From an optimization exercise on the open Yosys and OpenROAD flow, aimed at small area, a short achievable clock period and few clock cycles per item; shortcuts taken in it are not production practice. The RTL was checked by simulation tests, not by an equivalence proof against the original design.

==> pepper <==
// kwla_acc
module kwla_acc (
    input  wire        clk,
    input  wire        rst,          
    input  wire        cmd_valid,
    output wire        cmd_ready,
    input  wire        cmd_op,       
    input  wire [3:0]  cmd_ch,       
    input  wire [63:0] cmd_x,        
    output reg         rsp_valid,
    output wire [3:0]  rsp_cause,    
    input  wire [3:0]  rd_ch,
    output wire [63:0] rd_acc,
    output wire [31:0] rd_cnt
);
clock: 28.0 ns
lec_check: 0
cap_margin: 20
core_margin: 2
core_utilization: 62
cts_buf_list: sky130_fd_sc_hd__clkbuf_8
place_density: 0.75
slew_margin: 20
synth_hierarchical: 1
synth_minimum_keep_size: 0
tns_end_percent: 10
standard.sh (not shown) runs the stock make flow with config.mk's settings and CLKGATE_MAP_FILE= SYNTH_SCRIPT=/design/flow/synth_recipe.tcl, a recipe that flattens the netlist after the stock synthesis.
==> flow/flow/run.sh <==
#!/bin/bash
# The standard ORFS layout (the standard.sh, unchanged synthesis, floorplan,
# power grid, placement, CTS and routing) with a larger setup margin for
# ORFS's repair_timing steps, so that timing repair keeps optimising the
# register-to-register paths well below the 28 ns clock. The SDC (clock
# period, I/O delays, loads) is the standard flow's, unchanged.
set -euo pipefail
bash standard.sh SETUP_SLACK_MARGIN=15 finish > standard_flow.log 2>&1
==> yarrow (differences from pepper) <==
--- a/flow/design.v
+++ b/flow/design.v
@@ -3976,41 +3976,24 @@
         chbad2 <= ch1[3];
         xbad2  <= (xe == 11'h7FF);
         p2     <= {pe_next, pmr[51:0]};
         povf2  <= povf_next;
     end
     wire [62:0] acc_q [0:N_CH-1];
     wire [31:0] cnt_q [0:N_CH-1];
-    wire [62:0] acc_cur;
-    wire [31:0] cnt_cur;
-    wire [62:0] rd_a;
-    wire [31:0] rd_c;
-    wire [7:0]  rd_sel;      
-    genvar gb, gl;
-    generate
-        for (gl = 0; gl < N_CH; gl = gl + 1) begin : g_rdsel
-            assign rd_sel[gl] = (rd_ch == gl);
-        end
-        for (gb = 0; gb < 63; gb = gb + 1) begin : g_amux
-            wire [7:0] d;
-            for (gl = 0; gl < N_CH; gl = gl + 1) begin : g_l
-                assign d[gl] = acc_q[gl][gb];
-            end
-            kwla_mux8 u_cur (.s(sel2),   .d(d), .y(acc_cur[gb]));
-            kwla_mux8 u_rd  (.s(rd_sel), .d(d), .y(rd_a[gb]));
-        end
-        for (gb = 0; gb < 32; gb = gb + 1) begin : g_cmux
-            wire [7:0] d;
-            for (gl = 0; gl < N_CH; gl = gl + 1) begin : g_l
-                assign d[gl] = cnt_q[gl][gb];
-            end
-            kwla_mux8 u_cur (.s(sel2),   .d(d), .y(cnt_cur[gb]));
-            kwla_mux8 u_rd  (.s(rd_sel), .d(d), .y(rd_c[gb]));
+    reg  [62:0] acc_cur;
+    reg  [31:0] cnt_cur;
+    always @* begin
+        acc_cur = 63'd0;
+        cnt_cur = 32'd0;
+        for (k = 0; k < N_CH; k = k + 1) begin
+            acc_cur = acc_cur | ({63{sel2[k]}} & acc_q[k]);
+            cnt_cur = cnt_cur | ({32{sel2[k]}} & cnt_q[k]);
         end
-    endgenerate
+    end
     wire [10:0] ea = acc_cur[62:52];
     wire [10:0] ep = p2[62:52];
     wire        hA = |ea;
     wire        hP = |ep;
     wire [10:0] eA = {ea[10:1], ea[0] | ~hA};
     wire [10:0] eP = {ep[10:1], ep[0] | ~hP};
     wire [52:0] mA = {hA, acc_cur[51:0]};
@@ -4080,17 +4063,22 @@
     reg  rc3, rc0;
     always @(posedge clk) begin
         rsp_valid <= v2 & ~rst;
         rc3 <= op2 & (e_x | e_ov);
         rc0 <= op2 & (e_ch | e_ov);
     end
     assign rsp_cause = {rc3, 1'b0, rc0 & ~rc3, rc0};
+    reg [62:0] rd_a;
+    reg [31:0] rd_c;
+    always @* begin
+        rd_a = 63'd0;
+        rd_c = 32'd0;
+        for (k = 0; k < N_CH; k = k + 1) begin
+            if (rd_ch == k) begin
+                rd_a = acc_q[k];
+                rd_c = cnt_q[k];
+            end
+        end
+    end
     assign rd_acc = {1'b0, rd_a};
     assign rd_cnt = rd_c;
 endmodule
-module kwla_mux8 (
-    input  wire [7:0] s,
-    input  wire [7:0] d,
-    output wire       y
-);
-    assign y = |(s & d);
-endmodule
Settings changed: CORE_UTILIZATION 62 to 55, CTS_BUF_LIST sky130_fd_sc_hd__clkbuf_8 to not set, PLACE_DENSITY 0.75 to 0.68, TNS_END_PERCENT 10 to 0.
==> onyx (differences from pepper) <==
--- a/flow/design.v
+++ b/flow/design.v
@@ -3976,41 +3976,24 @@
         chbad2 <= ch1[3];
         xbad2  <= (xe == 11'h7FF);
         p2     <= {pe_next, pmr[51:0]};
         povf2  <= povf_next;
     end
     wire [62:0] acc_q [0:N_CH-1];
     wire [31:0] cnt_q [0:N_CH-1];
-    wire [62:0] acc_cur;
-    wire [31:0] cnt_cur;
-    wire [62:0] rd_a;
-    wire [31:0] rd_c;
-    wire [7:0]  rd_sel;      
-    genvar gb, gl;
-    generate
-        for (gl = 0; gl < N_CH; gl = gl + 1) begin : g_rdsel
-            assign rd_sel[gl] = (rd_ch == gl);
-        end
-        for (gb = 0; gb < 63; gb = gb + 1) begin : g_amux
-            wire [7:0] d;
-            for (gl = 0; gl < N_CH; gl = gl + 1) begin : g_l
-                assign d[gl] = acc_q[gl][gb];
-            end
-            kwla_mux8 u_cur (.s(sel2),   .d(d), .y(acc_cur[gb]));
-            kwla_mux8 u_rd  (.s(rd_sel), .d(d), .y(rd_a[gb]));
-        end
-        for (gb = 0; gb < 32; gb = gb + 1) begin : g_cmux
-            wire [7:0] d;
-            for (gl = 0; gl < N_CH; gl = gl + 1) begin : g_l
-                assign d[gl] = cnt_q[gl][gb];
-            end
-            kwla_mux8 u_cur (.s(sel2),   .d(d), .y(cnt_cur[gb]));
-            kwla_mux8 u_rd  (.s(rd_sel), .d(d), .y(rd_c[gb]));
+    reg  [62:0] acc_cur;
+    reg  [31:0] cnt_cur;
+    always @* begin
+        acc_cur = 63'd0;
+        cnt_cur = 32'd0;
+        for (k = 0; k < N_CH; k = k + 1) begin
+            acc_cur = acc_cur | ({63{sel2[k]}} & acc_q[k]);
+            cnt_cur = cnt_cur | ({32{sel2[k]}} & cnt_q[k]);
         end
-    endgenerate
+    end
     wire [10:0] ea = acc_cur[62:52];
     wire [10:0] ep = p2[62:52];
     wire        hA = |ea;
     wire        hP = |ep;
     wire [10:0] eA = {ea[10:1], ea[0] | ~hA};
     wire [10:0] eP = {ep[10:1], ep[0] | ~hP};
     wire [52:0] mA = {hA, acc_cur[51:0]};
@@ -4080,17 +4063,22 @@
     reg  rc3, rc0;
     always @(posedge clk) begin
         rsp_valid <= v2 & ~rst;
         rc3 <= op2 & (e_x | e_ov);
         rc0 <= op2 & (e_ch | e_ov);
     end
     assign rsp_cause = {rc3, 1'b0, rc0 & ~rc3, rc0};
+    reg [62:0] rd_a;
+    reg [31:0] rd_c;
+    always @* begin
+        rd_a = 63'd0;
+        rd_c = 32'd0;
+        for (k = 0; k < N_CH; k = k + 1) begin
+            if (rd_ch == k) begin
+                rd_a = acc_q[k];
+                rd_c = cnt_q[k];
+            end
+        end
+    end
     assign rd_acc = {1'b0, rd_a};
     assign rd_cnt = rd_c;
 endmodule
-module kwla_mux8 (
-    input  wire [7:0] s,
-    input  wire [7:0] d,
-    output wire       y
-);
-    assign y = |(s & d);
-endmodule
Settings changed: CORE_UTILIZATION 62 to 40, CTS_BUF_LIST sky130_fd_sc_hd__clkbuf_8 to not set, PLACE_DENSITY 0.75 to not set, TNS_END_PERCENT 10 to not set.
==> run notes <==
outcome=finished clean; Slew headroom=17.7%; proportion of synthesized area in mux cells=under 10%; # Taps=around 2300; average wire per standard cell=approximately 35 um; Layout Cells excl Fill=around 12000; pre-CTS setup slack=8.96 ns; M2 GR Usage=between 60 and 70%
[end of results for yarrow]
==> run notes <==
M2 GR Usage=74.3%; Setup TNS=0 ns; outcome=finished clean; CTS sink count=between 900 and 1000; RePlAce Congestion=1.10; Layout Cells excl Fill=11800; pre-CTS setup slack=between 9 and 10 ns; crit start category=primary input; # Taps=~2000; average wire per standard cell=between 30 and 40 um; DP Area=between 90000 and 100000 um^2; proportion of synthesized area in mux cells=about 2.1%
[end of results for pepper]
==> run notes <==
outcome=finished clean; proportion of synthesized area in mux cells=2.21%; Slew headroom=roughly 14%; Layout Cells excl Fill=13100; Diodes inserted=6; average wire per standard cell=34.1 um; pre-CTS setup slack=roughly 9.0 ns; M2 GR Usage=53.0%; Post-Syn Instances=approximately 9900
[end of results for onyx]
Testbench counts of pepper, summed over its fixed seeds: cycles 12,012, items 12,000.
Testbench counts of yarrow, summed over its fixed seeds: cycles 12,012, items 12,000.
Testbench counts of onyx, summed over its fixed seeds: cycles 12,012, items 12,000.

==> branch lagoon: inputs <==
Another version of the RTL of kwla_acc (not shown whole).
clock: 28.0 ns
lec_check: 0
cap_margin: 20
core_margin: 2
core_utilization: 55
place_density: 0.68
slew_margin: 20
synth_hierarchical: 1
synth_minimum_keep_size: 0
Scripts as last shown in full above: flow/flow/run.sh
==> branch harbor (differences from branch lagoon) <==
--- a/flow/design.v
+++ b/flow/design.v
@@ -3234,15 +3234,13 @@
     reg [62:0] rd_a;
     reg [31:0] rd_c;
     always @* begin
         rd_a = 63'd0;
         rd_c = 32'd0;
         for (k = 0; k < N_CH; k = k + 1) begin
-            if (rd_ch == k) begin
-                rd_a = acc_q[k];
-                rd_c = cnt_q[k];
-            end
+            rd_a = rd_a | ({63{rd_ch == k}} & acc_q[k]);
+            rd_c = rd_c | ({32{rd_ch == k}} & cnt_q[k]);
         end
     end
     assign rd_acc = {1'b0, rd_a};
     assign rd_cnt = rd_c;
 endmodule
Settings changed: TNS_END_PERCENT set to 0.
==> branch indigo (differences from branch lagoon) <==
--- a/flow/design.v
+++ b/flow/design.v
@@ -3234,15 +3234,13 @@
     reg [62:0] rd_a;
     reg [31:0] rd_c;
     always @* begin
         rd_a = 63'd0;
         rd_c = 32'd0;
         for (k = 0; k < N_CH; k = k + 1) begin
-            if (rd_ch == k) begin
-                rd_a = acc_q[k];
-                rd_c = cnt_q[k];
-            end
+            rd_a = rd_a | ({63{rd_ch == k}} & acc_q[k]);
+            rd_c = rd_c | ({32{rd_ch == k}} & cnt_q[k]);
         end
     end
     assign rd_acc = {1'b0, rd_a};
     assign rd_cnt = rd_c;
 endmodule
Settings changed: CORE_UTILIZATION 55 to 62, CTS_BUF_LIST set to sky130_fd_sc_hd__clkbuf_8, PLACE_DENSITY 0.68 to 0.75, TNS_END_PERCENT set to 0.
==> results by group <==
Floorplan
  – Initial Utilization: between 50 and 60%

Route
  – Via count: between 80,000 and 90,000

Clock tree
  – Worst-skew pair later-pin latency: about 0.81 ns

Status
  – Run status: no timing/DRC/antenna violations

Global route
  – Largest net degree at the start of global routing: 81
Source of the figures above: branch harbor

==> results by group <==
Status
  – Run status: no timing/DRC/antenna violations

Finish
  – Fraction of layout cells with a size suffix above 1: between 15 and 20%
  – Multi-input combinational area share: between 60 and 70%
  – Clock buf/inv share: roughly 2.7%

Route
  – Via count: about 90,000
  – Routed len/inst: ~35 µm
  – Vias per inst: 7.75

Worst setup path
  – Number of stages on the worst setup path: 8

Clock tree
  – Post-CTS setup buffers: around 110
  – Worst-skew pair later-pin latency: approximately 0.98 ns

Logic synthesis
  – Simple-gate area share of the yosys netlist: about an eighth

Placed design
  – Detailed Place HPWL: 250,000 µm

Floorplan
  – Rows: 142

Global route
  – Largest net degree at the start of global routing: 67
Source of the figures above: branch indigo

==> results by group <==
Route
  – Number of routed nets with antenna violations: 0
  – Via count: ~88,000

Floorplan
  – Initial Utilization: between 50% and 60%

STA
  – Setup violations, final: 0

Clock tree
  – Worst-skew pair later-pin latency: 0.82 ns
  – CTS Buffer Depth: 3

Status
  – Run status: no timing/DRC/antenna violations

Global route
  – GRT met1 Usage: 56.0%

Finish
  – Area-dominant class: multi-input gates
  – Sequential share of cell area: around 24%
Source of the figures above: branch lagoon

Testbench counts of branch lagoon, summed over its fixed seeds: cycles 12,012, items 12,000.
Testbench counts of branch harbor, summed over its fixed seeds: cycles 12,012, items 12,000.
Testbench counts of branch indigo, summed over its fixed seeds: cycles 12,012, items 12,000.

-- what the ideal ports hide --
Ports are ideal in the flow. The routed layouts listed here were re-timed in OpenROAD. Step 1, drivers: a clkbuf_16 drives clk and a buf_2 each remaining input, both assumed. Step 2, shift: input delay + t, output delay - t, t = (earliest + latest rising clock arrival at the registers) / 2. This alone moves slack from input paths to output paths. Three values: no drivers, after step 1, after step 2; two values: the first two.
run | t (ns) | setup WS [ns] | clock arrival spread, ns | slew at the worst register clock pin (ns) | pins driven straight from the clock port
pepper | 0.989 | 14.584 / 14.546 / 14.546 | 0.095 / 0.095 | 0.07 / 0.07 | 1
yarrow | 0.812 | 14.584 / 14.552 / 14.552 | 0.075 / 0.075 | 0.07 / 0.07 | 1
onyx | 0.840 | 14.821 / 14.768 / 14.768 | 0.110 / 0.110 | 0.08 / 0.08 | 1
branch lagoon | 0.865 | 14.817 / 14.758 / 14.758 | 0.103 / 0.103 | 0.09 / 0.09 | 1
branch harbor | 0.879 | 14.670 / 14.637 / 14.637 | 0.059 / 0.059 | 0.08 / 0.08 | 1
branch indigo | 1.022 | 14.546 / 14.515 / 14.515 | 0.094 / 0.093 | 0.07 / 0.07 | 1
After both steps every run listed still meets setup and hold. The setup slack of branch lagoon, which loses most, moves by -0.059 ns with the drivers and by -0.059 ns with both steps.
